This is an optimization exercise on Yosys and OpenROAD, whose aim is small area, not a production implementation. The RTL was checked by simulation tests, not by an equivalence proof against the original design. The clock port is modelled as an ideal driver; clocking choices that lean on that would not hold on a real chip.

## flow/design.v (module list and top-level ports; edited modules follow where they fit)
// module catc: 805 lines
module catc #(
    parameter [31:0] TIMEOUT_CYCLES = 32'd3000
) (
    input  wire        clk,
    input  wire        rst,
    input  wire        cmd_valid,
    input  wire [39:0] cmd_word,
    output wire        cmd_ready,
    output wire        done,
    output wire [3:0]  result,
    input  wire [3:0]  sts_addr,
    output reg  [31:0] sts_rdata,
    output wire        open_req,
    output wire [31:0] open_speed,
    input  wire        open_done,
    input  wire        open_ok,
    output wire        close_req,
    output wire        tx_start,
    output wire [39:0] tx_data,
    input  wire        tx_done,
    input  wire [2:0]  tx_count,
    input  wire        rx_valid,
    input  wire [7:0]  rx_data
);
  // ...
==> flow/flow/run.sh <==
#!/bin/bash
# Own layout flow: the standard synthesis; then the combinational logic is
# mapped again by ABC with an area-oriented script (registers and full adder
# cells are left as the standard synthesis made them, after choosing each full
# adder's polarity to need fewer inverters); then the standard ORFS flow from
# floorplan to finish, with the port buffers made of the smallest buffer and a
# clock tree of small buffers (a tree of the default buffers if the small one
# leaves a flip-flop clock pin slow).
set -euo pipefail
WORK=$(pwd)
FLOWDIR=$WORK/flow
R=$WORK/orfs/results/${FLOW_PLATFORM}/catc/base
LIB=$FLOW_HOME/platforms/${FLOW_PLATFORM}/lib/sky130_fd_sc_hd__tt_025C_1v80.lib
YOSYS=$FLOW_HOME/../tools/install/yosys/bin/yosys
[ -x "$YOSYS" ] || YOSYS=yosys

# 1. standard synthesis
bash standard.sh synth > $WORK/log_1_standard_synth.log 2>&1

# 2. full adder polarity, then remap the combinational logic
cp $R/1_2_yosys.v $WORK/standard_1_2_yosys.v
python3 $FLOWDIR/fapol.py $WORK/standard_1_2_yosys.v $WORK/fapol_1_2_yosys.v > $WORK/log_2_fapol.log 2>&1
python3 $FLOWDIR/libmap.py $LIB $WORK/fapol_1_2_yosys.v $WORK/remap_cells.v 'fa_1' > $WORK/log_3_libmap.log 2>&1
cat > $WORK/remap.abc <<EOT
strash
&get -n
&deepsyn -T 90
&dch -f
&nf -R 1000
&put
EOT
cat > $WORK/remap.ys <<EOT
read_liberty -lib -ignore_miss_dir -setattr blackbox $LIB
read_verilog $WORK/fapol_1_2_yosys.v
hierarchy -top $FLOW_TOP
techmap -map $WORK/remap_cells.v
techmap
opt_expr
opt_clean
abc -script $WORK/remap.abc -liberty $LIB -dont_use *lpflow* -dont_use *probe* -dont_use *fill* -D 30000
setundef -zero
splitnets
opt_clean -purge
hilomap -singleton -hicell sky130_fd_sc_hd__conb_1 HI -locell sky130_fd_sc_hd__conb_1 LO
insbuf -buf sky130_fd_sc_hd__buf_1 A X
opt_clean -purge
check -assert
stat -liberty $LIB
write_verilog -noattr -noexpr -nohex -nodec $WORK/remapped_1_2_yosys.v
EOT
$YOSYS -l $WORK/log_4_remap_yosys.log -q $WORK/remap.ys > /dev/null 2>&1
cp $WORK/remapped_1_2_yosys.v $R/1_2_yosys.v
touch $R/1_2_yosys.v

# 3. the standard flow from the remapped netlist, to the clock tree; the port
#    buffers are the smallest buffer, the clock tree is built of clkbuf_4 cells
#    without dummy loads
export BUFFER_PORTS_ARGS="-buffer_cell sky130_fd_sc_hd__buf_1"
export CTS_ARGS="-sink_clustering_enable -repair_clock_nets -dont_use_dummy_load -buf_list sky130_fd_sc_hd__clkbuf_4"
bash standard.sh cts > $WORK/log_5_standard_cts.log 2>&1
CTS_ODB=$R/4_cts.odb CTS_SDC=$R/4_cts.sdc openroad -no_init -exit $FLOWDIR/clkslew.tcl > $WORK/log_6_clkslew.log 2>&1 || true
slew=$(sed -n 's/^CLKSLEW //p' $WORK/log_6_clkslew.log | tail -1)
if [ -z "$slew" ] || python3 -c "import sys; sys.exit(0 if float('$slew') > 0.100 else 1)"; then
  # clock pins too slow (or not measured): build the tree of the default buffers again
  echo "clock slew '$slew': redoing the clock tree with the default buffers" >> $WORK/log_6_clkslew.log
  rm -f $R/4_1_cts.odb $R/4_cts.odb $R/4_cts.sdc
  export CTS_ARGS="-sink_clustering_enable -repair_clock_nets -dont_use_dummy_load"
  bash standard.sh cts > $WORK/log_7_standard_cts_again.log 2>&1
fi

# 4. the rest of the standard flow
bash standard.sh finish > $WORK/log_8_standard_finish.log 2>&1
==> flow/flow/clkslew.tcl <==
# prints the largest flip-flop clock-pin slew (ns) of the clock tree just built
set p $::env(FLOW_HOME)/platforms/$::env(FLOW_PLATFORM)
read_lef $p/lef/sky130_fd_sc_hd.tlef
read_lef $p/lef/sky130_fd_sc_hd_merged.lef
read_liberty $p/lib/sky130_fd_sc_hd__tt_025C_1v80.lib
read_db $::env(CTS_ODB)
read_sdc $::env(CTS_SDC)
source $p/setRC.tcl
estimate_parasitics -placement
set mx 0
foreach pin [get_pins -hierarchical */CLK] {
  set s [get_property $pin slew_max]
  if {$s > $mx} { set mx $s }
}
puts "CLKSLEW $mx"
==> flow/flow/fapol.py <==
#!/usr/bin/env python3
# Choose the polarity of each full adder cell (sky130 fa_1) so that fewer
# inverters are needed between full adders and registers. A full adder is
# self-dual: FA(~a, ~b, ~c) = (~cout, ~sum), so an adder may take all three
# inputs complemented if both its outputs are complemented. Flipped adders get
# their complemented inputs from the inverters already in the netlist where they
# exist and from new inverters otherwise, and new inverters restore their outputs;
# ABC, which maps all logic but the adders and registers afterwards, removes the
# inverter pairs. The function of the netlist does not change.
# usage: fapol.py IN.v OUT.v
import re, sys
src = open(sys.argv[1]).read()
cell_re = re.compile(r'(sky130_fd_sc_hd__\w+)\s+(\S+)\s*\((.*?)\);', re.S)
pin_re = re.compile(r'\.(\w+)\(([^()]*)\)')
cells = []
for m in cell_re.finditer(src):
    typ, name, conns = m.group(1), m.group(2), m.group(3)
    pins = {p: n.strip() for p, n in pin_re.findall(conns)}
    cells.append({'typ': typ, 'name': name, 'pins': pins, 'span': m.span()})
OUTP = {'X', 'Y', 'Q', 'Q_N', 'SUM', 'COUT', 'HI', 'LO'}
drv = {}
for i, c in enumerate(cells):
    for p, n in c['pins'].items():
        if p in OUTP: drv[n] = (i, p)
def is_inv(t): return re.search(r'__(clk)?inv_\d+$', t) is not None
def is_buf(t): return re.search(r'__(clk)?buf_\d+$', t) is not None
def is_fa(t): return t.endswith('__fa_1')
def is_ff(t): return 'df' in t.split('__')[-1]
def resolve(n):
    """base net and inversion parity through inverter/buffer chains"""
    par = 0
    seen = 0
    while n in drv and seen < 50:
        i, p = drv[n]; t = cells[i]['typ']
        if is_inv(t): par ^= 1; n = cells[i]['pins']['A']
        elif is_buf(t): n = cells[i]['pins']['A']
        else: break
        seen += 1
    return n, par
fas = [i for i, c in enumerate(cells) if is_fa(c['typ'])]
faidx = {i: k for k, i in enumerate(fas)}
edges = []
for i in fas:
    for p in ('A', 'B', 'CIN'):
        n = cells[i]['pins'].get(p)
        if n is None: continue
        b, par = resolve(n)
        if b in drv:
            j, q = drv[b]; t = cells[j]['typ']
            if is_fa(t): edges.append((faidx[j], faidx[i], par))
            elif is_ff(t): edges.append((None, faidx[i], par))
        elif not re.match(r"\d+'", b):
            edges.append((None, faidx[i], par))   # module input
# register D pins fed (through inverters) by adder outputs
for j, c in enumerate(cells):
    if is_ff(c['typ']):
        for p, n in c['pins'].items():
            if p in OUTP or p in ('CLK',): continue
            b, par = resolve(n)
            if b in drv and is_fa(cells[drv[b][0]]['typ']):
                edges.append((faidx[drv[b][0]], None, par))
N = len(fas); f = [0] * N
adj = [[] for _ in range(N)]
for k, (u, v, par) in enumerate(edges):
    if u is not None: adj[u].append(k)
    if v is not None and v != u: adj[v].append(k)
def ecost(k):
    u, v, par = edges[k]
    return par ^ (f[u] if u is not None else 0) ^ (f[v] if v is not None else 0)
def gain(x):
    return sum(1 - 2 * ecost(k) for k in adj[x])
before = sum(ecost(k) for k in range(len(edges)))
improved = True; it = 0
while improved and it < 100:
    improved = False; it += 1
    for x in range(N):
        if gain(x) < 0:
            f[x] ^= 1; improved = True
after = sum(ecost(k) for k in range(len(edges)))
# emit
out = []; last = 0; extra = []; cnt = 0
invout = {}   # net -> existing inverter input (complement available)
for i, c in enumerate(cells):
    if is_inv(c['typ']): invout[c['pins']['Y']] = c['pins']['A']
newwires = []
def esc(n): return n + ' ' if n.startswith('\\') else n
def comp(n):
    global cnt
    if n in invout: return invout[n]
    cnt += 1; w = f'fapol_n{cnt}'; newwires.append(w)
    extra.append(f'  sky130_fd_sc_hd__inv_1 fapol_i{cnt} (.A({esc(n)}), .Y({w}));')
    invout[w] = n
    return w
for x in range(N):
    if not f[x]: continue
    i = fas[x]; c = cells[i]
    pins = dict(c['pins'])
    for p in ('A', 'B', 'CIN'):
        pins[p] = comp(pins[p])
    for p in ('SUM', 'COUT'):
        if p in pins:
            cnt += 1; w = f'fapol_n{cnt}'; newwires.append(w)
            extra.append(f'  sky130_fd_sc_hd__inv_1 fapol_i{cnt} (.A({w}), .Y({esc(pins[p])}));')
            pins[p] = w
    c['new'] = f"{c['typ']} {c['name']} (" + ", ".join(f".{p}({esc(n)})" for p, n in pins.items()) + ");"
for c in cells:
    if 'new' in c:
        s, e = c['span']; out.append(src[last:s]); out.append(c['new']); last = e
out.append(src[last:])
res = "".join(out)
k = res.rindex('endmodule')
decl = "".join(f"  wire {w};\n" for w in newwires)
res = res[:k] + decl + "\n".join(extra) + "\n" + res[k:]
open(sys.argv[2], 'w').write(res)
print(f"full adders {N}, flipped {sum(f)}, costly inversions {before} -> {after}", file=sys.stderr)
==> flow/flow/libmap.py <==
#!/usr/bin/env python3
# Write a Yosys techmap file that replaces each combinational sky130 cell used in a
# netlist by its liberty function, so ABC can map the logic again.
# usage: libmap.py LIB NETLIST OUT [keep-cell-regex]
import re, sys
lib, net, out = sys.argv[1:4]
keep = re.compile(sys.argv[4]) if len(sys.argv) > 4 else None
used = set(re.findall(r'^\s*(sky130_fd_sc_hd__\w+)\s', open(net).read(), re.M))
text = open(lib).read()
cells = {}
for m in re.finditer(r'\n\s*cell\s*\(\s*"?(\w+)"?\s*\)\s*\{', text):
    name = m.group(1)
    if name not in used: continue
    # find cell body by brace matching
    i = m.end(); depth = 1
    while depth:
        c = text[i]
        if c == '{': depth += 1
        elif c == '}': depth -= 1
        i += 1
    cells[name] = text[m.end():i]
def conv(f):
    f = f.replace('!', '~').replace('+', '|').replace('*', '&')
    # implicit AND by whitespace between operands, e.g. "A B"
    f = re.sub(r'(?<=[\w)])\s+(?=[~\w(])', ' & ', f)
    return f
L = []
for name, body in sorted(cells.items()):
    if re.search(r'\b(ff|latch|statetable)\s*\(', body): continue
    if keep and keep.search(name): continue
    pins = []
    for pm in re.finditer(r'\bpin\s*\(\s*"?(\w+)"?\s*\)\s*\{', body):
        j = pm.end(); depth = 1
        while depth:
            c = body[j]
            if c == '{': depth += 1
            elif c == '}': depth -= 1
            j += 1
        pb = body[pm.end():j]
        d = re.search(r'direction\s*:\s*"?(\w+)"?', pb)
        fn = re.search(r'\bfunction\s*:\s*"([^"]*)"', pb)
        pins.append((pm.group(1), d.group(1) if d else None, fn.group(1) if fn else None))
    outs = [p for p in pins if p[1] == 'output']
    ins = [p for p in pins if p[1] == 'input']
    if not outs or any(o[2] is None for o in outs): continue
    L.append(f"module {name} (" + ", ".join([f"input {p[0]}" for p in ins] + [f"output {p[0]}" for p in outs]) + ");")
    for o in outs:
        L.append(f"  assign {o[0]} = {conv(o[2])};")
    L.append("endmodule")
open(out, 'w').write("\n".join(L) + "\n")
print(f"{len(used)} cell types used, mapped {sum(1 for l in L if l.startswith('module'))}", file=sys.stderr)
==> flow/standard.sh <==
#!/bin/bash
# synth_recipe.tcl (not shown) runs the flow's synth.tcl, then flattens the netlist and writes it again
# the make line also repeats each setting of config.mk as NAME=value (left out here)
make -C /OpenROAD-flow-scripts/flow DESIGN_CONFIG=/design/flow/config.mk WORK_HOME=/design/flow/orfs CLKGATE_MAP_FILE= SYNTH_SCRIPT=/design/flow/synth_recipe.tcl "${@:-finish}"
==> flow/config.mk <==
export PLATFORM = sky130hd
export DESIGN_NAME = catc
export DESIGN_NICKNAME = catc
export VERILOG_FILES = /design/flow/design.v
export SDC_FILE = /design/flow/constraint.sdc
export NUM_CORES = 4
export LEC_CHECK = 0
export ABC_AREA = 1
export CAP_MARGIN = 20
export CORE_MARGIN = 2
export CORE_UTILIZATION = 60
export SLEW_MARGIN = 20
==> flow/constraint.sdc <==
create_clock -name core_clock -period 30.0 [get_ports {clk}]
set_input_delay 6.0000 -clock core_clock [delete_from_list [all_inputs] [get_ports {clk}]]
set_output_delay 6.0000 -clock core_clock [all_outputs]
set_load 0.01 [all_outputs]
==> impl_results.html, run 1 <==
<table>
<tr><th>Metric</th><th>Value</th></tr>
<tr><th colspan="2">Placed design</th></tr>
<tr><td>Placement-stage cell area</td><td>18300 µm²</td></tr>
<tr><td>Port-buffer cells</td><td>174</td></tr>
<tr><th colspan="2">Global route</th></tr>
<tr><td>Number of antenna violations at the first check in global routing</td><td>4</td></tr>
<tr><td>Met1 Usage GRT</td><td>41.7%</td></tr>
<tr><td>Fraction of met2 tracks used by global routing</td><td>60.1%</td></tr>
<tr><th colspan="2">Yosys</th></tr>
<tr><td>Net Count, Synth</td><td>2262</td></tr>
<tr><td>Average footprint of a synthesized cell</td><td>8.05 µm²</td></tr>
<tr><td>Post-synthesis instance area</td><td>17100 µm²</td></tr>
<tr><th colspan="2">Clock network</th></tr>
<tr><td>Number of buffers inserted by hold repair at cts</td><td>0</td></tr>
<tr><td>Count of H-tree levels built during CTS</td><td>2</td></tr>
<tr><th colspan="2">Timing</th></tr>
<tr><td>Max transition margin</td><td>30.6%</td></tr>
<tr><td>Maximum clock skew at final layout</td><td>0.127 ns</td></tr>
<tr><td>Maximum frequency from static timing analysis</td><td>36.2 MHz</td></tr>
<tr><td>Final count of pins violating max slew</td><td>0</td></tr>
<tr><th colspan="2">Layout</th></tr>
<tr><td>Final sequential cell count</td><td>206</td></tr>
<tr><td>Proportion of cell area occupied by registers</td><td>28.4%</td></tr>
<tr><td>Number of inserted filler cells in the final layout</td><td>2514</td></tr>
<tr><td>Total number of nets in the final design</td><td>2505</td></tr>
<tr><th colspan="2">Setup path</th></tr>
<tr><td>Destination of the critical timing path</td><td>txhi[25]</td></tr>
<tr><td>Kind of end point of the critical path</td><td>flop</td></tr>
<tr><td>Reg2Reg Depth</td><td>11</td></tr>
<tr><td>R2R Path End</td><td>txop[3]</td></tr>
<tr><td>RR Startpoint</td><td>seq_state[0]</td></tr>
<tr><td>Slack of the worst reg-to-reg path</td><td>25.89 ns</td></tr>
<tr><th colspan="2">Drt</th></tr>
<tr><td>Post-detailed-routing wire length</td><td>52.2 mm</td></tr>
<tr><td>Average detailed-routed wire length per instance</td><td>19.0 µm</td></tr>
<tr><th colspan="2">Die</th></tr>
<tr><td>Standard-cell rows</td><td>61</td></tr>
<tr><td>DIE AREA</td><td>29800 µm²</td></tr>
<tr><td>Effective utilization at floorplan</td><td>61.1%</td></tr>
<tr><th colspan="2">Status</th></tr>
<tr><td>Result of the run</td><td>no timing/DRC/antenna violations</td></tr>
</table>
==> module catc, before the edit <==
module catc #(
    parameter [31:0] TIMEOUT_CYCLES = 32'd3000
) (
    input  wire        clk,
    input  wire        rst,
    input  wire        cmd_valid,
    input  wire [39:0] cmd_word,
    output wire        cmd_ready,
    output wire        done,
    output wire [3:0]  result,
    input  wire [3:0]  sts_addr,
    output reg  [31:0] sts_rdata,
    output wire        open_req,
    output wire [31:0] open_speed,
    input  wire        open_done,
    input  wire        open_ok,
    output wire        close_req,
    output wire        tx_start,
    output wire [39:0] tx_data,
    input  wire        tx_done,
    input  wire [2:0]  tx_count,
    input  wire        rx_valid,
    input  wire [7:0]  rx_data
);
    localparam [2:0] S_DISC   = 3'd0,
                     S_OPEN   = 3'd1,
                     S_CONN   = 3'd2,
                     S_SEND   = 3'd3,
                     S_AWAIT  = 3'd4,
                     S_IDLE   = 3'd5,
                     S_UNRESP = 3'd6;
    localparam [1:0] K_NONE = 2'd0,
                     K_FM   = 2'd1,
                     K_RX   = 2'd2,
                     K_TX   = 2'd3;
    localparam [3:0] R_OK          = 4'd0,
                     R_DEV_UNAVAIL = 4'd1,
                     R_SHORT_WRITE = 4'd2,
                     R_NO_REPLY    = 4'd3,
                     R_SHORT_READ  = 4'd4,
                     R_UNK_MODE    = 4'd5,
                     R_NOT_AVAIL   = 4'd6,
                     R_NOT_CONN    = 4'd7,
                     R_ALREADY     = 4'd8,
                     R_ILLEGAL     = 4'd9,
                     R_NONE        = 4'd15;
    localparam [11:0] TMR_SEED = 12'hFFF;
    localparam [11:0] TMR_LAST = 12'h8BD;   
    function [8:0] mode_code_by_name(input [31:0] w);
        case (w)
            32'h4C534200: mode_code_by_name = {1'b1, 8'h00};   
            32'h55534200: mode_code_by_name = {1'b1, 8'h01};   
            32'h43570000: mode_code_by_name = {1'b1, 8'h02};   
            32'h43575200: mode_code_by_name = {1'b1, 8'h03};   
            32'h414D0000: mode_code_by_name = {1'b1, 8'h04};   
            32'h57464D00: mode_code_by_name = {1'b1, 8'h06};   
            32'h464D0000: mode_code_by_name = {1'b1, 8'h08};   
            32'h464D4E00: mode_code_by_name = {1'b1, 8'h88};   
            32'h44494700: mode_code_by_name = {1'b1, 8'h0A};   
            32'h504B5400: mode_code_by_name = {1'b1, 8'h0C};   
            default:      mode_code_by_name = {1'b0, 8'h00};
        endcase
    endfunction
    function [3:0] mode_by_code(input [7:0] c);
        case (c)
            8'h00:   mode_by_code = 4'd0;
            8'h01:   mode_by_code = 4'd1;
            8'h02:   mode_by_code = 4'd2;
            8'h03:   mode_by_code = 4'd3;
            8'h04:   mode_by_code = 4'd4;
            8'h06:   mode_by_code = 4'd5;
            8'h08:   mode_by_code = 4'd6;
            8'h88:   mode_by_code = 4'd7;
            8'h0A:   mode_by_code = 4'd8;
            8'h0C:   mode_by_code = 4'd9;
            default: mode_by_code = 4'd15;
        endcase
    endfunction
    function non_bcd(input [31:0] b);
        integer i;
        begin
            non_bcd = 1'b0;
            for (i = 0; i < 8; i = i + 1)
                if (b[i*4+3] & (b[i*4+2] | b[i*4+1]))
                    non_bcd = 1'b1;
        end
    endfunction
    function [3:0] add3(input [3:0] v);
      reg c;
      begin
        c = v[3] | (v[2] & (v[1] | v[0]));
        add3 = {c, (v[2] & ~v[1] & ~v[0]) | (v[3] & v[0]),
                (v[1] & (~v[2] | v[0])) | (v[3] & ~v[0]), v[0] ^ c};
      end
    endfunction
    function [31:0] enc_freq(input [31:0] n);
      reg [3:0] e3_0, e4_0, e5_0, e6_0, e6_1, e7_0, e7_1, e8_0, e8_1, e9_0, e9_1, e9_2;
      reg [3:0] e10_0, e10_1, e10_2, e11_0, e11_1, e11_2, e12_0, e12_1, e12_2, e13_0, e13_1, e13_2;
      reg [3:0] e13_3, e14_0, e14_1, e14_2, e14_3, e15_0, e15_1, e15_2, e15_3, e16_0, e16_1, e16_2;
      reg [3:0] e16_3, e16_4, e17_0, e17_1, e17_2, e17_3, e17_4, e18_0, e18_1, e18_2, e18_3, e18_4;
      reg [3:0] e19_0, e19_1, e19_2, e19_3, e19_4, e19_5, e20_0, e20_1, e20_2, e20_3, e20_4, e20_5;
      reg [3:0] e21_0, e21_1, e21_2, e21_3, e21_4, e21_5, e22_0, e22_1, e22_2, e22_3, e22_4, e22_5;
      reg [3:0] e23_0, e23_1, e23_2, e23_3, e23_4, e23_5, e23_6, e24_0, e24_1, e24_2, e24_3, e24_4;
      reg [3:0] e24_5, e24_6, e25_0, e25_1, e25_2, e25_3, e25_4, e25_5, e25_6, e26_0, e26_1, e26_2;
      reg [3:0] e26_3, e26_4, e26_5, e26_6, e26_7, e27_0, e27_1, e27_2, e27_3, e27_4, e27_5, e27_6;
      reg [3:0] e27_7, e28_0, e28_1, e28_2, e28_3, e28_4, e28_5, e28_6, e28_7, e29_0, e29_1, e29_2;
      reg [3:0] e29_3, e29_4, e29_5, e29_6, e29_7, e30_0, e30_1, e30_2, e30_3, e30_4, e30_5, e30_6;
      reg [3:0] e30_7, e31_0, e31_1, e31_2, e31_3, e31_4, e31_5, e31_6, e31_7;
      begin
        e3_0 = add3({1'b0, n[31], n[30], n[29]});
        e4_0 = add3({e3_0[2], e3_0[1], e3_0[0], n[28]});
        e5_0 = add3({e4_0[2], e4_0[1], e4_0[0], n[27]});
        e6_0 = add3({e5_0[2], e5_0[1], e5_0[0], n[26]});
        e6_1 = add3({1'b0, e3_0[3], e4_0[3], e5_0[3]});
        e7_0 = add3({e6_0[2], e6_0[1], e6_0[0], n[25]});
        e7_1 = add3({e6_1[2], e6_1[1], e6_1[0], e6_0[3]});
        e8_0 = add3({e7_0[2], e7_0[1], e7_0[0], n[24]});
        e8_1 = add3({e7_1[2], e7_1[1], e7_1[0], e7_0[3]});
        e9_0 = add3({e8_0[2], e8_0[1], e8_0[0], n[23]});
        e9_1 = add3({e8_1[2], e8_1[1], e8_1[0], e8_0[3]});
        e9_2 = add3({1'b0, e6_1[3], e7_1[3], e8_1[3]});
        e10_0 = add3({e9_0[2], e9_0[1], e9_0[0], n[22]});
        e10_1 = add3({e9_1[2], e9_1[1], e9_1[0], e9_0[3]});
        e10_2 = add3({e9_2[2], e9_2[1], e9_2[0], e9_1[3]});
        e11_0 = add3({e10_0[2], e10_0[1], e10_0[0], n[21]});
        e11_1 = add3({e10_1[2], e10_1[1], e10_1[0], e10_0[3]});
        e11_2 = add3({e10_2[2], e10_2[1], e10_2[0], e10_1[3]});
        e12_0 = add3({e11_0[2], e11_0[1], e11_0[0], n[20]});
        e12_1 = add3({e11_1[2], e11_1[1], e11_1[0], e11_0[3]});
        e12_2 = add3({e11_2[2], e11_2[1], e11_2[0], e11_1[3]});
        e13_0 = add3({e12_0[2], e12_0[1], e12_0[0], n[19]});
        e13_1 = add3({e12_1[2], e12_1[1], e12_1[0], e12_0[3]});
        e13_2 = add3({e12_2[2], e12_2[1], e12_2[0], e12_1[3]});
        e13_3 = add3({e9_2[3], e10_2[3], e11_2[3], e12_2[3]});
        e14_0 = add3({e13_0[2], e13_0[1], e13_0[0], n[18]});
        e14_1 = add3({e13_1[2], e13_1[1], e13_1[0], e13_0[3]});
        e14_2 = add3({e13_2[2], e13_2[1], e13_2[0], e13_1[3]});
        e14_3 = add3({e13_3[2], e13_3[1], e13_3[0], e13_2[3]});
        e15_0 = add3({e14_0[2], e14_0[1], e14_0[0], n[17]});
        e15_1 = add3({e14_1[2], e14_1[1], e14_1[0], e14_0[3]});
        e15_2 = add3({e14_2[2], e14_2[1], e14_2[0], e14_1[3]});
        e15_3 = add3({e14_3[2], e14_3[1], e14_3[0], e14_2[3]});
        e16_0 = add3({e15_0[2], e15_0[1], e15_0[0], n[16]});
        e16_1 = add3({e15_1[2], e15_1[1], e15_1[0], e15_0[3]});
        e16_2 = add3({e15_2[2], e15_2[1], e15_2[0], e15_1[3]});
        e16_3 = add3({e15_3[2], e15_3[1], e15_3[0], e15_2[3]});
        e16_4 = add3({1'b0, e13_3[3], e14_3[3], e15_3[3]});
        e17_0 = add3({e16_0[2], e16_0[1], e16_0[0], n[15]});
        e17_1 = add3({e16_1[2], e16_1[1], e16_1[0], e16_0[3]});
        e17_2 = add3({e16_2[2], e16_2[1], e16_2[0], e16_1[3]});
        e17_3 = add3({e16_3[2], e16_3[1], e16_3[0], e16_2[3]});
        e17_4 = add3({e16_4[2], e16_4[1], e16_4[0], e16_3[3]});
        e18_0 = add3({e17_0[2], e17_0[1], e17_0[0], n[14]});
        e18_1 = add3({e17_1[2], e17_1[1], e17_1[0], e17_0[3]});
        e18_2 = add3({e17_2[2], e17_2[1], e17_2[0], e17_1[3]});
        e18_3 = add3({e17_3[2], e17_3[1], e17_3[0], e17_2[3]});
        e18_4 = add3({e17_4[2], e17_4[1], e17_4[0], e17_3[3]});
        e19_0 = add3({e18_0[2], e18_0[1], e18_0[0], n[13]});
        e19_1 = add3({e18_1[2], e18_1[1], e18_1[0], e18_0[3]});
        e19_2 = add3({e18_2[2], e18_2[1], e18_2[0], e18_1[3]});
        e19_3 = add3({e18_3[2], e18_3[1], e18_3[0], e18_2[3]});
        e19_4 = add3({e18_4[2], e18_4[1], e18_4[0], e18_3[3]});
        e19_5 = add3({1'b0, e16_4[3], e17_4[3], e18_4[3]});
        e20_0 = add3({e19_0[2], e19_0[1], e19_0[0], n[12]});
        e20_1 = add3({e19_1[2], e19_1[1], e19_1[0], e19_0[3]});
        e20_2 = add3({e19_2[2], e19_2[1], e19_2[0], e19_1[3]});
        e20_3 = add3({e19_3[2], e19_3[1], e19_3[0], e19_2[3]});
        e20_4 = add3({e19_4[2], e19_4[1], e19_4[0], e19_3[3]});
        e20_5 = add3({e19_5[2], e19_5[1], e19_5[0], e19_4[3]});
        e21_0 = add3({e20_0[2], e20_0[1], e20_0[0], n[11]});
        e21_1 = add3({e20_1[2], e20_1[1], e20_1[0], e20_0[3]});
        e21_2 = add3({e20_2[2], e20_2[1], e20_2[0], e20_1[3]});
        e21_3 = add3({e20_3[2], e20_3[1], e20_3[0], e20_2[3]});
        e21_4 = add3({e20_4[2], e20_4[1], e20_4[0], e20_3[3]});
        e21_5 = add3({e20_5[2], e20_5[1], e20_5[0], e20_4[3]});
        e22_0 = add3({e21_0[2], e21_0[1], e21_0[0], n[10]});
        e22_1 = add3({e21_1[2], e21_1[1], e21_1[0], e21_0[3]});
        e22_2 = add3({e21_2[2], e21_2[1], e21_2[0], e21_1[3]});
        e22_3 = add3({e21_3[2], e21_3[1], e21_3[0], e21_2[3]});
        e22_4 = add3({e21_4[2], e21_4[1], e21_4[0], e21_3[3]});
        e22_5 = add3({e21_5[2], e21_5[1], e21_5[0], e21_4[3]});
        e23_0 = add3({e22_0[2], e22_0[1], e22_0[0], n[9]});
        e23_1 = add3({e22_1[2], e22_1[1], e22_1[0], e22_0[3]});
        e23_2 = add3({e22_2[2], e22_2[1], e22_2[0], e22_1[3]});
        e23_3 = add3({e22_3[2], e22_3[1], e22_3[0], e22_2[3]});
        e23_4 = add3({e22_4[2], e22_4[1], e22_4[0], e22_3[3]});
        e23_5 = add3({e22_5[2], e22_5[1], e22_5[0], e22_4[3]});
        e23_6 = add3({e19_5[3], e20_5[3], e21_5[3], e22_5[3]});
        e24_0 = add3({e23_0[2], e23_0[1], e23_0[0], n[8]});
        e24_1 = add3({e23_1[2], e23_1[1], e23_1[0], e23_0[3]});
        e24_2 = add3({e23_2[2], e23_2[1], e23_2[0], e23_1[3]});
        e24_3 = add3({e23_3[2], e23_3[1], e23_3[0], e23_2[3]});
        e24_4 = add3({e23_4[2], e23_4[1], e23_4[0], e23_3[3]});
        e24_5 = add3({e23_5[2], e23_5[1], e23_5[0], e23_4[3]});
        e24_6 = add3({e23_6[2], e23_6[1], e23_6[0], e23_5[3]});
        e25_0 = add3({e24_0[2], e24_0[1], e24_0[0], n[7]});
        e25_1 = add3({e24_1[2], e24_1[1], e24_1[0], e24_0[3]});
        e25_2 = add3({e24_2[2], e24_2[1], e24_2[0], e24_1[3]});
        e25_3 = add3({e24_3[2], e24_3[1], e24_3[0], e24_2[3]});
        e25_4 = add3({e24_4[2], e24_4[1], e24_4[0], e24_3[3]});
        e25_5 = add3({e24_5[2], e24_5[1], e24_5[0], e24_4[3]});
        e25_6 = add3({e24_6[2], e24_6[1], e24_6[0], e24_5[3]});
        e26_0 = add3({e25_0[2], e25_0[1], e25_0[0], n[6]});
        e26_1 = add3({e25_1[2], e25_1[1], e25_1[0], e25_0[3]});
        e26_2 = add3({e25_2[2], e25_2[1], e25_2[0], e25_1[3]});
        e26_3 = add3({e25_3[2], e25_3[1], e25_3[0], e25_2[3]});
        e26_4 = add3({e25_4[2], e25_4[1], e25_4[0], e25_3[3]});
        e26_5 = add3({e25_5[2], e25_5[1], e25_5[0], e25_4[3]});
        e26_6 = add3({e25_6[2], e25_6[1], e25_6[0], e25_5[3]});
        e26_7 = add3({1'b0, e23_6[3], e24_6[3], e25_6[3]});
        e27_0 = add3({e26_0[2], e26_0[1], e26_0[0], n[5]});
        e27_1 = add3({e26_1[2], e26_1[1], e26_1[0], e26_0[3]});
        e27_2 = add3({e26_2[2], e26_2[1], e26_2[0], e26_1[3]});
        e27_3 = add3({e26_3[2], e26_3[1], e26_3[0], e26_2[3]});
        e27_4 = add3({e26_4[2], e26_4[1], e26_4[0], e26_3[3]});
        e27_5 = add3({e26_5[2], e26_5[1], e26_5[0], e26_4[3]});
        e27_6 = add3({e26_6[2], e26_6[1], e26_6[0], e26_5[3]});
        e27_7 = add3({e26_7[2], e26_7[1], e26_7[0], e26_6[3]});
        e28_0 = add3({e27_0[2], e27_0[1], e27_0[0], n[4]});
        e28_1 = add3({e27_1[2], e27_1[1], e27_1[0], e27_0[3]});
        e28_2 = add3({e27_2[2], e27_2[1], e27_2[0], e27_1[3]});
        e28_3 = add3({e27_3[2], e27_3[1], e27_3[0], e27_2[3]});
        e28_4 = add3({e27_4[2], e27_4[1], e27_4[0], e27_3[3]});
        e28_5 = add3({e27_5[2], e27_5[1], e27_5[0], e27_4[3]});
        e28_6 = add3({e27_6[2], e27_6[1], e27_6[0], e27_5[3]});
        e28_7 = add3({e27_7[2], e27_7[1], e27_7[0], e27_6[3]});
        e29_0 = add3({e28_0[2], e28_0[1], e28_0[0], n[3]});
        e29_1 = add3({e28_1[2], e28_1[1], e28_1[0], e28_0[3]});
        e29_2 = add3({e28_2[2], e28_2[1], e28_2[0], e28_1[3]});
        e29_3 = add3({e28_3[2], e28_3[1], e28_3[0], e28_2[3]});
        e29_4 = add3({e28_4[2], e28_4[1], e28_4[0], e28_3[3]});
        e29_5 = add3({e28_5[2], e28_5[1], e28_5[0], e28_4[3]});
        e29_6 = add3({e28_6[2], e28_6[1], e28_6[0], e28_5[3]});
        e29_7 = add3({e28_7[2], e28_7[1], e28_7[0], e28_6[3]});
        e30_0 = add3({e29_0[2], e29_0[1], e29_0[0], n[2]});
        e30_1 = add3({e29_1[2], e29_1[1], e29_1[0], e29_0[3]});
        e30_2 = add3({e29_2[2], e29_2[1], e29_2[0], e29_1[3]});
        e30_3 = add3({e29_3[2], e29_3[1], e29_3[0], e29_2[3]});
        e30_4 = add3({e29_4[2], e29_4[1], e29_4[0], e29_3[3]});
        e30_5 = add3({e29_5[2], e29_5[1], e29_5[0], e29_4[3]});
        e30_6 = add3({e29_6[2], e29_6[1], e29_6[0], e29_5[3]});
        e30_7 = add3({e29_7[2], e29_7[1], e29_7[0], e29_6[3]});
        e31_0 = add3({e30_0[2], e30_0[1], e30_0[0], n[1]});
        e31_1 = add3({e30_1[2], e30_1[1], e30_1[0], e30_0[3]});
        e31_2 = add3({e30_2[2], e30_2[1], e30_2[0], e30_1[3]});
        e31_3 = add3({e30_3[2], e30_3[1], e30_3[0], e30_2[3]});
        e31_4 = add3({e30_4[2], e30_4[1], e30_4[0], e30_3[3]});
        e31_5 = add3({e30_5[2], e30_5[1], e30_5[0], e30_4[3]});
        e31_6 = add3({e30_6[2], e30_6[1], e30_6[0], e30_5[3]});
        e31_7 = add3({e30_7[2], e30_7[1], e30_7[0], e30_6[3]});
        enc_freq = {e31_7[2], e31_7[1], e31_7[0], e31_6[3], e31_6[2], e31_6[1], e31_6[0], e31_5[3], e31_5[2], e31_5[1], e31_5[0], e31_4[3], e31_4[2], e31_4[1], e31_4[0], e31_3[3], e31_3[2], e31_3[1], e31_3[0], e31_2[3], e31_2[2], e31_2[1], e31_2[0], e31_1[3], e31_1[2], e31_1[1], e31_1[0], e31_0[3], e31_0[2], e31_0[1], e31_0[0], n[0]};
      end
    endfunction
    function [27:0] dec_freq(input [31:0] b);
      reg p1, p2, p3, p4, p5, p6, p7, p8, p9, p10, p11, p12, p13, p14, p15, p16;
      reg p17, p18, p19, p20, p21, p22, p23, p24, p25, p26, p27, p28, p29, p30, p31, p32;
      reg p33, p34, p35, p36, p37, p38, p39, p40, p41, p42, p43, p44, p45, p46, p47, p48;
      reg p49, p50, p51, p52, p53, p54, p55, p56, p57, p58, p59, p60, p61, p62, p63, p64;
      reg p65, p66, p67, p68, p69, p70, p71, p72, p73, p74, p75, p76, p77, p78, p79, p80;
      reg p81, p82, p83, p84, p85, p86, p87, p88, p89, p90, p91, p92, p93, p94, p95, p96;
      reg p97, p98, p99, p100, p101, p102, p103, p104, p105, p106, p107, p108, p109, p110, p111, p112;
      reg p113, p114, p115, p116, p117, p118, p119, p120, p121, p122, p123, p124, p125, p126, p127, p128;
      reg p129, p130, p131, p132, p133, p134, p135, p136, p137, p138, p139, p140, p141, p142, p143, p144;
      reg p145, p146, p147, p148, p149, p150, p151, p152, p153, p154, p155, p156, p157, p158, p159, p160;
      reg p161, p162, p163, p164, p165, p166, p167, p168, p169, p170, p171, p172, p173, p174, p175, p176;
      reg p177, p178, p179, p180, p181, p182, p183, p184, p185, p186, p187, p188, p189, p190, p191, p192;
      reg p193, p194, p195, p196, p197, p198, p199, p200, p201, p202, p203, p204, p205, p206, p207, p208;
      reg p209, p210, p211, p212, p213, p214, p215, p216, p217, p218, p219, p220, p221, p222, p223, p224;
      reg p225, p226, p227, p228, p229, p230, p231, p232, p233, p234, p235, p236, p237, p238, p239, p240;
      reg p241, p242, p243, p244, p245, p246, p247, p248, p249, p250, p251, p252, p253, p254, p255, p256;
      begin
        p1 = b[2] ^ b[5] ^ b[8];
        p2 = (b[2] & b[5]) | (b[2] & b[8]) | (b[5] & b[8]);
        p3 = b[3] ^ b[6] ^ b[4];
        p4 = (b[3] & b[6]) | (b[3] & b[4]) | (b[6] & b[4]);
        p5 = b[7] ^ b[5] ^ b[10];
        p6 = (b[7] & b[5]) | (b[7] & b[10]) | (b[5] & b[10]);
        p7 = b[6] ^ b[11] ^ ~b[8];
        p8 = (b[6] & b[11]) | (b[6] & ~b[8]) | (b[11] & ~b[8]);
        p9 = p2 ^ p3 ^ b[9];
        p10 = (p2 & p3) | (p2 & b[9]) | (p3 & b[9]);
        p11 = p6 ^ p7 ^ 1'b1;
        p12 = (p6 & p7) | (p6 & 1'b1) | (p7 & 1'b1);
        p13 = p8 ^ b[7] ^ ~b[9];
        p14 = (p8 & b[7]) | (p8 & ~b[9]) | (b[7] & ~b[9]);
        p15 = p10 ^ p4 ^ p5;
        p16 = (p10 & p4) | (p10 & p5) | (p4 & p5);
        p17 = p14 ^ ~b[10] ^ b[8];
        p18 = (p14 & ~b[10]) | (p14 & b[8]) | (~b[10] & b[8]);
        p19 = p18 ^ ~b[11] ^ b[9];
        p20 = (p18 & ~b[11]) | (p18 & b[9]) | (~b[11] & b[9]);
        p21 = p20 ^ b[10] ^ 1'b1;
        p22 = (p20 & b[10]) | (p20 & 1'b1) | (b[10] & 1'b1);
        p23 = p22 ^ b[11] ^ 1'b1;
        p24 = (p22 & b[11]) | (p22 & 1'b1) | (b[11] & 1'b1);
        p25 = b[1] ^ b[4];
        p26 = b[1] & b[4];
        p27 = p1 ^ p26;
        p28 = p1 & p26;
        p29 = p9 ^ p28;
        p30 = p9 & p28;
        p31 = p15 ^ p30;
        p32 = p15 & p30;
        p33 = p16 ^ p11 ^ p32;
        p34 = (p16 & p11) | (p16 & p32) | (p11 & p32);
        p35 = p12 ^ p13 ^ p34;
        p36 = (p12 & p13) | (p12 & p34) | (p13 & p34);
        p37 = p17 ^ p36;
        p38 = p17 & p36;
        p39 = p19 ^ p38;
        p40 = p19 & p38;
        p41 = p21 ^ p40;
        p42 = p21 & p40;
        p43 = p23 ^ p42;
        p44 = p23 & p42;
        p45 = b[14] ^ b[17] ^ b[20];
        p46 = (b[14] & b[17]) | (b[14] & b[20]) | (b[17] & b[20]);
        p47 = b[15] ^ b[18] ^ b[16];
        p48 = (b[15] & b[18]) | (b[15] & b[16]) | (b[18] & b[16]);
        p49 = b[19] ^ b[17] ^ b[22];
        p50 = (b[19] & b[17]) | (b[19] & b[22]) | (b[17] & b[22]);
        p51 = b[18] ^ b[23] ^ ~b[20];
        p52 = (b[18] & b[23]) | (b[18] & ~b[20]) | (b[23] & ~b[20]);
        p53 = p46 ^ p47 ^ b[21];
        p54 = (p46 & p47) | (p46 & b[21]) | (p47 & b[21]);
        p55 = p50 ^ p51 ^ 1'b1;
        p56 = (p50 & p51) | (p50 & 1'b1) | (p51 & 1'b1);
        p57 = p52 ^ b[19] ^ ~b[21];
        p58 = (p52 & b[19]) | (p52 & ~b[21]) | (b[19] & ~b[21]);
        p59 = p54 ^ p48 ^ p49;
        p60 = (p54 & p48) | (p54 & p49) | (p48 & p49);
        p61 = p58 ^ ~b[22] ^ b[20];
        p62 = (p58 & ~b[22]) | (p58 & b[20]) | (~b[22] & b[20]);
        p63 = p62 ^ ~b[23] ^ b[21];
        p64 = (p62 & ~b[23]) | (p62 & b[21]) | (~b[23] & b[21]);
        p65 = p64 ^ b[22] ^ 1'b1;
        p66 = (p64 & b[22]) | (p64 & 1'b1) | (b[22] & 1'b1);
        p67 = p66 ^ b[23] ^ 1'b1;
        p68 = (p66 & b[23]) | (p66 & 1'b1) | (b[23] & 1'b1);
        p69 = b[13] ^ b[16];
        p70 = b[13] & b[16];
        p71 = p45 ^ p70;
        p72 = p45 & p70;
        p73 = p53 ^ p72;
        p74 = p53 & p72;
        p75 = p59 ^ p74;
        p76 = p59 & p74;
        p77 = p60 ^ p55 ^ p76;
        p78 = (p60 & p55) | (p60 & p76) | (p55 & p76);
        p79 = p56 ^ p57 ^ p78;
        p80 = (p56 & p57) | (p56 & p78) | (p57 & p78);
        p81 = p61 ^ p80;
        p82 = p61 & p80;
        p83 = p63 ^ p82;
        p84 = p63 & p82;
        p85 = p65 ^ p84;
        p86 = p65 & p84;
        p87 = p67 ^ p86;
        p88 = p67 & p86;
        p89 = b[27] ^ b[30] ^ b[28];
        p90 = (b[27] & b[30]) | (b[27] & b[28]) | (b[30] & b[28]);
        p91 = p90 ^ b[31] ^ b[29];
        p92 = (p90 & b[31]) | (p90 & b[29]) | (b[31] & b[29]);
        p93 = b[25] ^ b[28];
        p94 = b[25] & b[28];
        p95 = b[26] ^ b[29] ^ p94;
        p96 = (b[26] & b[29]) | (b[26] & p94) | (b[29] & p94);
        p97 = p89 ^ p96;
        p98 = p89 & p96;
        p99 = p91 ^ p98;
        p100 = p91 & p98;
        p101 = p92 ^ b[30] ^ p100;
        p102 = (p92 & b[30]) | (p92 & p100) | (b[30] & p100);
        p103 = b[31] ^ p102;
        p104 = b[31] & p102;
        p105 = p33 ^ p71 ^ ~b[12];
        p106 = (p33 & p71) | (p33 & ~b[12]) | (p71 & ~b[12]);
        p107 = p35 ^ p73 ^ ~p69;
        p108 = (p35 & p73) | (p35 & ~p69) | (p73 & ~p69);
        p109 = p37 ^ p75 ^ ~p71;
        p110 = (p37 & p75) | (p37 & ~p71) | (p75 & ~p71);
        p111 = p39 ^ p77 ^ ~p73;
        p112 = (p39 & p77) | (p39 & ~p73) | (p77 & ~p73);
        p113 = p41 ^ p79 ^ ~p75;
        p114 = (p41 & p79) | (p41 & ~p75) | (p79 & ~p75);
        p115 = p43 ^ p81 ^ ~p77;
        p116 = (p43 & p81) | (p43 & ~p77) | (p81 & ~p77);
        p117 = b[12] ^ p99 ^ p93;
        p118 = (b[12] & p99) | (b[12] & p93) | (p99 & p93);
        p119 = p83 ^ ~p79 ^ p69;
        p120 = (p83 & ~p79) | (p83 & p69) | (~p79 & p69);
        p121 = p85 ^ ~p81 ^ p71;
        p122 = (p85 & ~p81) | (p85 & p71) | (~p81 & p71);
        p123 = p87 ^ ~p83 ^ p73;
        p124 = (p87 & ~p83) | (p87 & p73) | (~p83 & p73);
        p125 = ~p85 ^ p75 ^ p101;
        p126 = (~p85 & p75) | (~p85 & p101) | (p75 & p101);
        p127 = ~p87 ^ p77 ^ p103;
        p128 = (~p87 & p77) | (~p87 & p103) | (p77 & p103);
        p129 = p79 ^ p104 ^ p95;
        p130 = (p79 & p104) | (p79 & p95) | (p104 & p95);
        p131 = p81 ^ p97 ^ ~p93;
        p132 = (p81 & p97) | (p81 & ~p93) | (p97 & ~p93);
        p133 = p83 ^ p99 ^ ~p95;
        p134 = (p83 & p99) | (p83 & ~p95) | (p99 & ~p95);
        p135 = p85 ^ p101 ^ ~p97;
        p136 = (p85 & p101) | (p85 & ~p97) | (p101 & ~p97);
        p137 = p87 ^ p103 ^ ~p99;
        p138 = (p87 & p103) | (p87 & ~p99) | (p103 & ~p99);
        p139 = p104 ^ ~p101 ^ p93;
        p140 = (p104 & ~p101) | (p104 & p93) | (~p101 & p93);
        p141 = p106 ^ p107 ^ b[24];
        p142 = (p106 & p107) | (p106 & b[24]) | (p107 & b[24]);
        p143 = p108 ^ p109 ^ p93;
        p144 = (p108 & p109) | (p108 & p93) | (p109 & p93);
        p145 = p110 ^ p111 ^ p95;
        p146 = (p110 & p111) | (p110 & p95) | (p111 & p95);
        p147 = p112 ^ p113 ^ p97;
        p148 = (p112 & p113) | (p112 & p97) | (p113 & p97);
        p149 = p114 ^ p115 ^ p117;
        p150 = (p114 & p115) | (p114 & p117) | (p115 & p117);
        p151 = p116 ^ p118 ^ p119;
        p152 = (p116 & p118) | (p116 & p119) | (p118 & p119);
        p153 = p120 ^ p121 ^ p103;
        p154 = (p120 & p121) | (p120 & p103) | (p121 & p103);
        p155 = p122 ^ p123 ^ p104;
        p156 = (p122 & p123) | (p122 & p104) | (p123 & p104);
        p157 = p124 ^ p125 ^ b[24];
        p158 = (p124 & p125) | (p124 & b[24]) | (p125 & b[24]);
        p159 = p126 ^ p127 ^ p93;
        p160 = (p126 & p127) | (p126 & p93) | (p127 & p93);
        p161 = p128 ^ p129 ^ ~b[24];
        p162 = (p128 & p129) | (p128 & ~b[24]) | (p129 & ~b[24]);
        p163 = p136 ^ p137 ^ b[24];
        p164 = (p136 & p137) | (p136 & b[24]) | (p137 & b[24]);
        p165 = p140 ^ ~p103 ^ p95;
        p166 = (p140 & ~p103) | (p140 & p95) | (~p103 & p95);
        p167 = p146 ^ p147 ^ b[24];
        p168 = (p146 & p147) | (p146 & b[24]) | (p147 & b[24]);
        p169 = p150 ^ p151 ^ p101;
        p170 = (p150 & p151) | (p150 & p101) | (p151 & p101);
        p171 = p152 ^ p153 ^ p97;
        p172 = (p152 & p153) | (p152 & p97) | (p153 & p97);
        p173 = p154 ^ p155 ^ p99;
        p174 = (p154 & p155) | (p154 & p99) | (p155 & p99);
        p175 = p162 ^ p130 ^ p131;
        p176 = (p162 & p130) | (p162 & p131) | (p130 & p131);
        p177 = p164 ^ p138 ^ p139;
        p178 = (p164 & p138) | (p164 & p139) | (p138 & p139);
        p179 = p166 ^ ~p104 ^ p97;
        p180 = (p166 & ~p104) | (p166 & p97) | (~p104 & p97);
        p181 = p168 ^ p148 ^ p149;
        p182 = (p168 & p148) | (p168 & p149) | (p148 & p149);
        p183 = p174 ^ p156 ^ p157;
        p184 = (p174 & p156) | (p174 & p157) | (p156 & p157);
        p185 = p176 ^ p132 ^ p133;
        p186 = (p176 & p132) | (p176 & p133) | (p132 & p133);
        p187 = p180 ^ p99 ^ 1'b1;
        p188 = (p180 & p99) | (p180 & 1'b1) | (p99 & 1'b1);
        p189 = p182 ^ p169 ^ p95;
        p190 = (p182 & p169) | (p182 & p95) | (p169 & p95);
        p191 = p184 ^ p158 ^ p159;
        p192 = (p184 & p158) | (p184 & p159) | (p158 & p159);
        p193 = p186 ^ p134 ^ p135;
        p194 = (p186 & p134) | (p186 & p135) | (p134 & p135);
        p195 = p188 ^ p101 ^ 1'b1;
        p196 = (p188 & p101) | (p188 & 1'b1) | (p101 & 1'b1);
        p197 = p190 ^ p170 ^ p171;
        p198 = (p190 & p170) | (p190 & p171) | (p170 & p171);
        p199 = p192 ^ p160 ^ p161;
        p200 = (p192 & p160) | (p192 & p161) | (p160 & p161);
        p201 = p196 ^ p103 ^ 1'b1;
        p202 = (p196 & p103) | (p196 & 1'b1) | (p103 & 1'b1);
        p203 = p198 ^ p172 ^ p173;
        p204 = (p198 & p172) | (p198 & p173) | (p172 & p173);
        p205 = p202 ^ p104 ^ 1'b1;
        p206 = (p202 & p104) | (p202 & 1'b1) | (p104 & 1'b1);
        p207 = p29 ^ b[12];
        p208 = p29 & b[12];
        p209 = p31 ^ p69 ^ p208;
        p210 = (p31 & p69) | (p31 & p208) | (p69 & p208);
        p211 = p105 ^ 1'b1 ^ p210;
        p212 = (p105 & 1'b1) | (p105 & p210) | (1'b1 & p210);
        p213 = p141 ^ p212;
        p214 = p141 & p212;
        p215 = p142 ^ p143 ^ p214;
        p216 = (p142 & p143) | (p142 & p214) | (p143 & p214);
        p217 = p144 ^ p145 ^ p216;
        p218 = (p144 & p145) | (p144 & p216) | (p145 & p216);
        p219 = p167 ^ p218;
        p220 = p167 & p218;
        p221 = p181 ^ p220;
        p222 = p181 & p220;
        p223 = p189 ^ p222;
        p224 = p189 & p222;
        p225 = p197 ^ p224;
        p226 = p197 & p224;
        p227 = p203 ^ p226;
        p228 = p203 & p226;
        p229 = p204 ^ p183 ^ p228;
        p230 = (p204 & p183) | (p204 & p228) | (p183 & p228);
        p231 = p191 ^ p230;
        p232 = p191 & p230;
        p233 = p199 ^ p232;
        p234 = p199 & p232;
        p235 = p200 ^ p175 ^ p234;
        p236 = (p200 & p175) | (p200 & p234) | (p175 & p234);
        p237 = p185 ^ p236;
        p238 = p185 & p236;
        p239 = p193 ^ p238;
        p240 = p193 & p238;
        p241 = p194 ^ p163 ^ p240;
        p242 = (p194 & p163) | (p194 & p240) | (p163 & p240);
        p243 = p177 ^ p242;
        p244 = p177 & p242;
        p245 = p178 ^ p165 ^ p244;
        p246 = (p178 & p165) | (p178 & p244) | (p165 & p244);
        p247 = p179 ^ p246;
        p248 = p179 & p246;
        p249 = p187 ^ p248;
        p250 = p187 & p248;
        p251 = p195 ^ p250;
        p252 = p195 & p250;
        p253 = p201 ^ p252;
        p254 = p201 & p252;
        p255 = p205 ^ p254;
        p256 = p205 & p254;
        dec_freq = {p255, p253, p251, p249, p247, p245, p243, p241, p239, p237, p235, p233, p231, p229, p227, p225, p223, p221, p219, p217, p215, p213, p211, p209, p207, p27, p25, b[0]};
      end
    endfunction
    reg [2:0]  seq_state;
    reg        unresp;
    reg        first_q;
    reg [3:0]  result_r;
    reg [7:0]  last_hop;
    reg [1:0]  kind;
    reg [11:0] tmr;
    reg [2:0]  rxcnt;
    reg [39:0] rxbuf;        
    reg [31:0] txhi;         
    reg [3:0]  txop;         
    reg        txpkt_valid;
    reg        fm_valid;
    reg [39:0] fm_raw;       
    reg        rx_valid_r;
    reg [7:0]  rx_raw;
    reg        tx_valid_r;
    reg [7:0]  tx_raw;
    reg        done_r;
    reg        open_req_r;
    reg [31:0] open_speed_r;
    reg        close_req_r;
    reg        tx_start_r;
    wire st_open  = (seq_state == S_OPEN);
    wire st_send  = (seq_state == S_SEND);
    wire st_await = (seq_state == S_AWAIT);
    wire busy     = st_open | st_send | st_await;
    wire disc     = (seq_state == S_DISC);
    wire [7:0] txop_byte;
    assign txop_byte[7] = (~txop[3] & txop[2] & ~txop[0]) | (txop[3] & txop[1]);
    assign txop_byte[6] = txop[3] & txop[1];
    assign txop_byte[5] = txop[3] & txop[1];
    assign txop_byte[4] = txop[3] & txop[1] & txop[0];
    assign txop_byte[3] = ~txop[3] & txop[2] & (txop[1] ^ txop[0]);
    assign txop_byte[2] = txop[3] & (txop[1] | ~txop[0]);
    assign txop_byte[1] = txop[3];
    assign txop_byte[0] = txop[3] | (txop[2] & txop[1] & txop[0]);
    assign cmd_ready  = ~busy;
    assign done       = done_r;
    assign result     = result_r;
    assign open_req   = open_req_r;
    assign open_speed = open_speed_r;
    assign close_req  = close_req_r;
    assign tx_start   = tx_start_r;
    wire        tx_freq  = (txop == 4'd7);
    wire        tx_mode  = (txop == 4'd8);
    wire [31:0] txpkt_hi = {txhi[31:24] & {8{tx_freq | tx_mode}}, txhi[23:0] & {24{tx_freq}}};
    assign tx_data    = {txpkt_hi, txop_byte};
    wire [7:0]  hop  = cmd_word[7:0];
    wire [31:0] arg  = cmd_word[39:8];
    wire        hop_hi0 = (hop[7:4] == 4'd0);
    wire [7:0]  mcode;
    wire        mvalid;
    assign {mvalid, mcode} = mode_code_by_name(arg);
    wire [31:0] fbcd = enc_freq(arg);
    wire [31:0] enc_hi = {hop[0] ? fbcd[31:24] : mcode, fbcd[23:0]};
    wire       cap  = (kind != K_NONE) && rx_valid && (rxcnt != 3'd5);
    wire [2:0] cnt1 = cap ? rxcnt + 3'd1 : rxcnt;
    wire [4:0] wr;    
    assign wr[0] = cap && rxcnt == 3'd0;
    assign wr[1] = cap && rxcnt == 3'd1;
    assign wr[2] = cap && rxcnt == 3'd2;
    assign wr[3] = cap && rxcnt == 3'd3;
    assign wr[4] = cap && rxcnt == 3'd4;
    wire [39:0] buf1 = {rxbuf[39:8], wr[4] ? rx_data : rxbuf[7:0]};
    always @(posedge clk) begin
        if (wr[0]) rxbuf[39:32] <= rx_data;
        if (wr[1]) rxbuf[31:24] <= rx_data;
        if (wr[2]) rxbuf[23:16] <= rx_data;
        if (wr[3]) rxbuf[15:8]  <= rx_data;
        if (wr[4]) rxbuf[7:0]   <= rx_data;
    end
    task complete(input [3:0] code);
        reg u;
        begin
            u = unresp;
            if (kind != K_NONE) begin
                if (code == R_NO_REPLY && first_q)
                    u = 1'b1;
                first_q <= 1'b0;
            end
            unresp    <= u;
            kind      <= K_NONE;
            seq_state <= u ? S_UNRESP : S_IDLE;
            result_r  <= code;
            done_r    <= 1'b1;
        end
    endtask
    task finish(input [3:0] code);
        begin
            result_r <= code;
            done_r   <= 1'b1;
        end
    endtask
    task dispatch(input [1:0] k);
        begin
            txhi        <= enc_hi;
            txop        <= hop[3:0];
            txpkt_valid <= 1'b1;
            tx_start_r  <= 1'b1;
            kind        <= k;
            seq_state   <= S_SEND;
            if (k != K_NONE)
                rxcnt <= 3'd0;
        end
    endtask
    task decode_commit;
        begin
            case (kind)
                K_FM: begin
                    fm_raw   <= buf1;
                    fm_valid <= 1'b1;
                    complete(R_OK);
                end
                K_RX: begin
                    rx_raw     <= buf1[39:32];
                    rx_valid_r <= 1'b1;
                    complete(R_OK);
                end
                default: begin   
                    if (buf1[39:32] == 8'hFF)
                        complete(R_NOT_AVAIL);
                    else begin
                        tx_raw     <= buf1[39:32];
                        tx_valid_r <= 1'b1;
                        complete(R_OK);
                    end
                end
            endcase
        end
    endtask
    always @(posedge clk)
        tmr <= st_send ? TMR_SEED : {tmr[10:0], tmr[11] ^ tmr[10]};
    always @(posedge clk) begin
        if (rst) begin
            seq_state    <= S_DISC;
            unresp       <= 1'b0;
            first_q      <= 1'b0;
            result_r     <= R_NONE;
            last_hop     <= 8'h00;
            kind         <= K_NONE;
            rxcnt        <= 3'd0;
            txop         <= 4'd3;
            txpkt_valid  <= 1'b0;
            fm_valid     <= 1'b0;
            rx_valid_r   <= 1'b0;
            tx_valid_r   <= 1'b0;
            done_r       <= 1'b0;
            open_req_r   <= 1'b0;
            open_speed_r <= 32'd0;
            close_req_r  <= 1'b0;
            tx_start_r   <= 1'b0;
        end else begin
            done_r      <= 1'b0;
            open_req_r  <= 1'b0;
            close_req_r <= 1'b0;
            tx_start_r  <= 1'b0;
            case (seq_state)
                S_DISC, S_CONN, S_IDLE, S_UNRESP: begin
                    if (cmd_valid) begin
                        last_hop <= hop;
                        if (!hop_hi0)
                            finish(R_ILLEGAL);
                        else case (hop[3:0])
                            4'h1: begin   
                                if (!disc)
                                    finish(R_ALREADY);
                                else begin
                                    open_req_r   <= 1'b1;
                                    open_speed_r <= arg;
                                    seq_state    <= S_OPEN;
                                end
                            end
                            4'h2: begin   
                                if (disc)
                                    finish(R_NOT_CONN);
                                else begin
                                    close_req_r <= 1'b1;
                                    seq_state   <= S_DISC;
                                    first_q     <= 1'b0;
                                    finish(R_OK);
                                end
                            end
                            4'h8: begin   
                                if (!mvalid)
                                    finish(R_UNK_MODE);
                                else if (disc)
                                    finish(R_NOT_CONN);
                                else
                                    dispatch(K_NONE);
                            end
                            4'h3, 4'h4, 4'h5, 4'h6, 4'h7: begin
                                if (disc)
                                    finish(R_NOT_CONN);
                                else
                                    dispatch(K_NONE);
                            end
                            4'h9, 4'hA, 4'hB: begin
                                if (disc)
                                    finish(R_NOT_CONN);
                                else
                                    dispatch(hop[1:0] == 2'd1 ? K_FM :
                                             hop[1:0] == 2'd2 ? K_RX : K_TX);
                            end
                            default: finish(R_ILLEGAL);
                        endcase
                    end
                end
                S_OPEN: begin
                    if (open_done) begin
                        if (open_ok) begin
                            seq_state  <= S_CONN;
                            first_q    <= 1'b1;
                            unresp     <= 1'b0;
                            fm_valid   <= 1'b0;
                            rx_valid_r <= 1'b0;
                            tx_valid_r <= 1'b0;
                            finish(R_OK);
                        end else begin
                            seq_state <= S_DISC;
                            finish(R_DEV_UNAVAIL);
                        end
                    end
                end
                S_SEND: begin
                    rxcnt <= cnt1;
                    if (tx_done) begin
                        if (tx_count != 3'd5)
                            complete(R_SHORT_WRITE);
                        else if (kind == K_NONE)
                            complete(R_OK);
                        else if (cnt1 == 3'd5)
                            decode_commit;
                        else
                            seq_state <= S_AWAIT;
                    end
                end
                S_AWAIT: begin
                    rxcnt <= cnt1;
                    if (cnt1 == 3'd5)
                        decode_commit;
                    else if (tmr == TMR_LAST)
                        complete(cnt1 == 3'd0 ? R_NO_REPLY : R_SHORT_READ);
                end
                default: ;   
            endcase
        end
    end
    wire [31:0] fm_bcd  = fm_raw[39:8];
    wire [27:0] freq_n  = dec_freq(fm_bcd);
    wire        freq_nb = non_bcd(fm_bcd);
    always @(*) begin
        case (sts_addr)
            4'd0: sts_rdata = {6'd0, kind, last_hop, 4'd0, result_r, 2'd0,
                               first_q, unresp, busy, seq_state};
            4'd1: sts_rdata = fm_valid ? {1'b1, freq_nb, 2'b00, freq_n} : 32'd0;
            4'd2: sts_rdata = fm_valid ? {1'b1, 19'd0, mode_by_code(fm_raw[7:0]),
                                          fm_raw[7:0]} : 32'd0;
            4'd3: sts_rdata = rx_valid_r ? {1'b1, 16'd0, rx_raw[7], rx_raw[6],
                                            ~rx_raw[5], rx_raw[3:0], rx_raw} : 32'd0;
            4'd4: sts_rdata = tx_valid_r ? {1'b1, 16'd0, tx_raw[7], tx_raw[6],
                                            ~tx_raw[5], tx_raw[3:0], tx_raw} : 32'd0;
            4'd5: sts_rdata = txpkt_hi;
            4'd6: sts_rdata = {txpkt_valid, 23'd0, txop_byte};
            4'd7: sts_rdata = {rxbuf[39:32] & {8{rxcnt > 3'd0}},
                               rxbuf[31:24] & {8{rxcnt > 3'd1}},
                               rxbuf[23:16] & {8{rxcnt > 3'd2}},
                               rxbuf[15:8]  & {8{rxcnt > 3'd3}}};
            4'd8: sts_rdata = {21'd0, rxcnt, rxbuf[7:0] & {8{rxcnt > 3'd4}}};
            4'd9: sts_rdata = TIMEOUT_CYCLES;
            4'd10: sts_rdata = fm_valid ? fm_bcd : 32'd0;
            default: sts_rdata = 32'd0;
        endcase
    end
endmodule
==> run 2, diff against run 1 <==
--- a/flow/design.v
+++ b/flow/design.v
@@ -536,3 +536,3 @@
     reg [1:0]  kind;
-    reg [11:0] tmr;
+    reg [3:0]  tmr_hi;       
     reg [2:0]  rxcnt;
@@ -600,3 +600,11 @@
         if (wr[3]) rxbuf[15:8]  <= rx_data;
-        if (wr[4]) rxbuf[7:0]   <= rx_data;
+    end
+    wire [11:0] tmr      = {tmr_hi, rxbuf[7:0]};
+    wire [11:0] tmr_step = {tmr[10:0], tmr[11] ^ tmr[10]};
+    always @(posedge clk) begin
+        tmr_hi <= st_send ? TMR_SEED[11:8] : tmr_step[11:8];
+        if (wr[4])
+            rxbuf[7:0] <= rx_data;
+        else if (rxcnt != 3'd5)
+            rxbuf[7:0] <= st_send ? TMR_SEED[7:0] : tmr_step[7:0];
     end
@@ -661,4 +669,2 @@
     endtask
-    always @(posedge clk)
-        tmr <= st_send ? TMR_SEED : {tmr[10:0], tmr[11] ^ tmr[10]};
     always @(posedge clk) begin
--- a/flow/flow/run.sh
+++ b/flow/flow/run.sh
@@ -44,3 +44,3 @@
 hilomap -singleton -hicell sky130_fd_sc_hd__conb_1 HI -locell sky130_fd_sc_hd__conb_1 LO
-insbuf -buf sky130_fd_sc_hd__buf_1 A X
+insbuf -buf sky130_fd_sc_hd__buf_4 A X
 opt_clean -purge
--- a/flow/config.mk
+++ b/flow/config.mk
@@ -10,3 +10,3 @@
 export CORE_MARGIN = 2
-export CORE_UTILIZATION = 60
+export CORE_UTILIZATION = 40
 export SLEW_MARGIN = 20
==> run 2 against run 1 <==
Compared with the run above:
- flip-flop and latch count down 8
- via count decreased by 3.4%
- global-route usage down 10 points
- critical path depth shrank 8
- clock skew shrank 0.098 ns
- first-iteration DRC count decreased by 11%
==> impl_results.html, run 2 <==
<table>
<tr><th>Metric</th><th>Value</th></tr>
<tr><th colspan="2">Clock network</th></tr>
<tr><td>Clock buffers created by TritonCTS</td><td>17</td></tr>
<tr><td># Post-CTS Setup Buffers</td><td>0</td></tr>
<tr><td>Clock sinks</td><td>198</td></tr>
<tr><td>Clock tree from TritonCTS</td><td>yes</td></tr>
<tr><td>Count of H-tree levels built during CTS</td><td>4 (+2)</td></tr>
<tr><td>Number of buffers inserted by hold repair at cts</td><td>0 (unchanged)</td></tr>
<tr><th colspan="2">Die</th></tr>
<tr><td>X dimension of the die</td><td>210 µm</td></tr>
<tr><td>I/O pins</td><td>175</td></tr>
<tr><td>Effective utilization at floorplan</td><td>40.5% (-21 points)</td></tr>
<tr><td>Y dimension of the die</td><td>210 µm</td></tr>
<tr><td>Standard-cell rows</td><td>75 (+23%)</td></tr>
<tr><td>DIE AREA</td><td>44100 µm² (+48%)</td></tr>
<tr><th colspan="2">Global route</th></tr>
<tr><td>Largest net degree at the start of global routing</td><td>55</td></tr>
<tr><td>Global route total overflow</td><td>0</td></tr>
<tr><td>Number of antenna violations at the first check in global routing</td><td>0 (-4)</td></tr>
<tr><th colspan="2">Layout</th></tr>
<tr><td>Total number of nets in the final design</td><td>2465 (-1.6%)</td></tr>
<tr><td>Number of inserted filler cells in the final layout</td><td>4237 (+69%)</td></tr>
<tr><td>Syn-to-layout area delta</td><td>11.0%</td></tr>
<tr><td>Commonest cells after routing, fill and taps aside</td><td>sky130_fd_sc_hd__nor2_1 (287), sky130_fd_sc_hd__nand2_1 (273), sky130_fd_sc_hd__a21oi_1 (193), sky130_fd_sc_hd__buf_1 (173), sky130_fd_sc_hd__clkinv_1 (160)</td></tr>
<tr><td>Fin area</td><td>18800 µm²</td></tr>
<tr><th colspan="2">Drt</th></tr>
<tr><td>Average detailed-routed wire length per instance</td><td>18.6 µm (-2.2%)</td></tr>
<tr><td>Post-detailed-routing wire length</td><td>53.3 mm (+2.0%)</td></tr>
<tr><td>Number of nets still failing antenna checks after routing</td><td>0</td></tr>
<tr><td>DR pass1 iterations</td><td>6</td></tr>
<tr><th colspan="2">Setup path</th></tr>
<tr><td>WP data required</td><td>30.16 ns</td></tr>
<tr><td>RR Startpoint</td><td>seq_state[2]</td></tr>
<tr><td>Slowest stage delay, CP</td><td>0.51 ns</td></tr>
<tr><td>Maximum fanout along the worst path</td><td>7</td></tr>
<tr><td>Kind of end point of the critical path</td><td>flop</td></tr>
<tr><td>Worst Setup SP</td><td>cmd_word[39]</td></tr>
<tr><th colspan="2">Timing</th></tr>
<tr><td>Maximum clock skew at final layout</td><td>0.0284 ns (-0.0984 ns)</td></tr>
<tr><td>Max transition margin</td><td>32.3% (+1.7 points)</td></tr>
<tr><td>Setup repair after global routing missed its margin</td><td>no</td></tr>
<tr><td>Transition time at the pin with the least slew margin</td><td>1.02 ns</td></tr>
<tr><td>Post-layout minimum cycle time</td><td>27.20 ns</td></tr>
<tr><td>Final count of pins violating max slew</td><td>0 (unchanged)</td></tr>
<tr><td>Maximum frequency from static timing analysis</td><td>36.8 MHz (+1.5%)</td></tr>
<tr><td>Post-route fraction of the period consumed by the critical path</td><td>90.7%</td></tr>
<tr><th colspan="2">Yosys</th></tr>
<tr><td>Post-synthesis instance area</td><td>17000 µm² (-0.57%)</td></tr>
<tr><td>Average footprint of a synthesized cell</td><td>8.01 µm² (-0.48%)</td></tr>
<tr><td>Net Count, Synth</td><td>2260 (-0.088%)</td></tr>
<tr><td>Post-Synthesis Cells</td><td>2118</td></tr>
<tr><th colspan="2">Placed design</th></tr>
<tr><td>Placement-stage cell area</td><td>18400 µm² (+0.46%)</td></tr>
<tr><td>Port-buffer cells</td><td>174 (unchanged)</td></tr>
<tr><td>Gpl congestion</td><td>0.968</td></tr>
<tr><th colspan="2">Status</th></tr>
<tr><td>Result of the run</td><td>no timing/DRC/antenna violations</td></tr>
<tr><th colspan="2">Flow run</th></tr>
<tr><td>Max capacitance violation total</td><td>0</td></tr>
</table>
## run 2: worst paths after layout
kind	slack, ns	end	depth (start not counted)
worst max-delay path	2.80	txhi[26]	104
worst min-delay path	0.43	tmr_hi[2]	1
worst max register to register	26.52	txop[3]	11
worst min register to register	0.43	tmr_hi[2]	1
## run 2: through the flow
stage          hold slack [ns]  setup WS [ns]
2_1_floorplan            0.412           5.24
3_3_place_gp             0.421           1.81
3_5_place_dp             0.429          0.935
4_1_cts                  0.428           1.18
5_1_grt                  0.440          0.147
6_report                 0.425           2.80
## run 2: area by class of cell
| cell class | count | area (µm²) | area share (%) |
|---|---|---|---|
| tap | 539 | 674 | 3.58 |
| inverter | 160 | 601 | 3.19 |
| antenna | 1 | 2.50 | 0.0133 |
| timing repair buffer | 188 | 759 | 4.03 |
| clock buffer | 17 | 425 | 2.26 |
| multi-input combinational | 1758 | 11100 | 59.1 |
| sequential | 198 | 5250 | 27.8 |
## run 2: per-layer routing
metal / GRT usage [%] / up-vias
met1: 30.4 / 7671
met2: 43.4 / 493
met4: 8.00 / 0
li1: - / 7982
met3: 2.67 / 87
met5: 0 / -
## run 2: worst max-delay path: cells and delay by family
family / cells / cell delay [ns]
compound gates: 33 / 9.71
simple gates: 49 / 7.48
xor+xnor: 15 / 2.91
buf+inv: 6 / 1.00
mux: 1 / 0.23

==> afterwards: timing with drivers on the ports <==
In the flow no input, the clock included, has a driving cell. The finished layouts below were timed again as built, in two steps.
Step 1 (the two cells are an assumption about what drives the block):
set clk [get_ports {clk}]
set_driving_cell -lib_cell sky130_fd_sc_hd__clkbuf_16 $clk
set_driving_cell -lib_cell sky130_fd_sc_hd__buf_2 [delete_from_list [all_inputs] $clk]
Step 2 also shifts input and output timing later by t, the mid clock arrival at the registers, as if the neighbouring blocks saw the same clock.
Slacks: ideal / step 1 / step 2; pairs: ideal / step 1.
run	t, ns	setup WS [ns]	slew at the worst register clock pin (ns)	worst slew at a driven data input, ns	cell pins on the clock port's net
run 1	0.716	2.404 / 2.422 / 1.707	0.07 / 0.07	0.07	1
run 2	0.470	2.800 / 2.812 / 2.342	0.08 / 0.08	0.10	1
After both steps setup and hold are still met in every run listed. For run 1, which loses most, drivers alone change the setup slack by +0.018 ns; drivers and shift together by -0.697 ns.
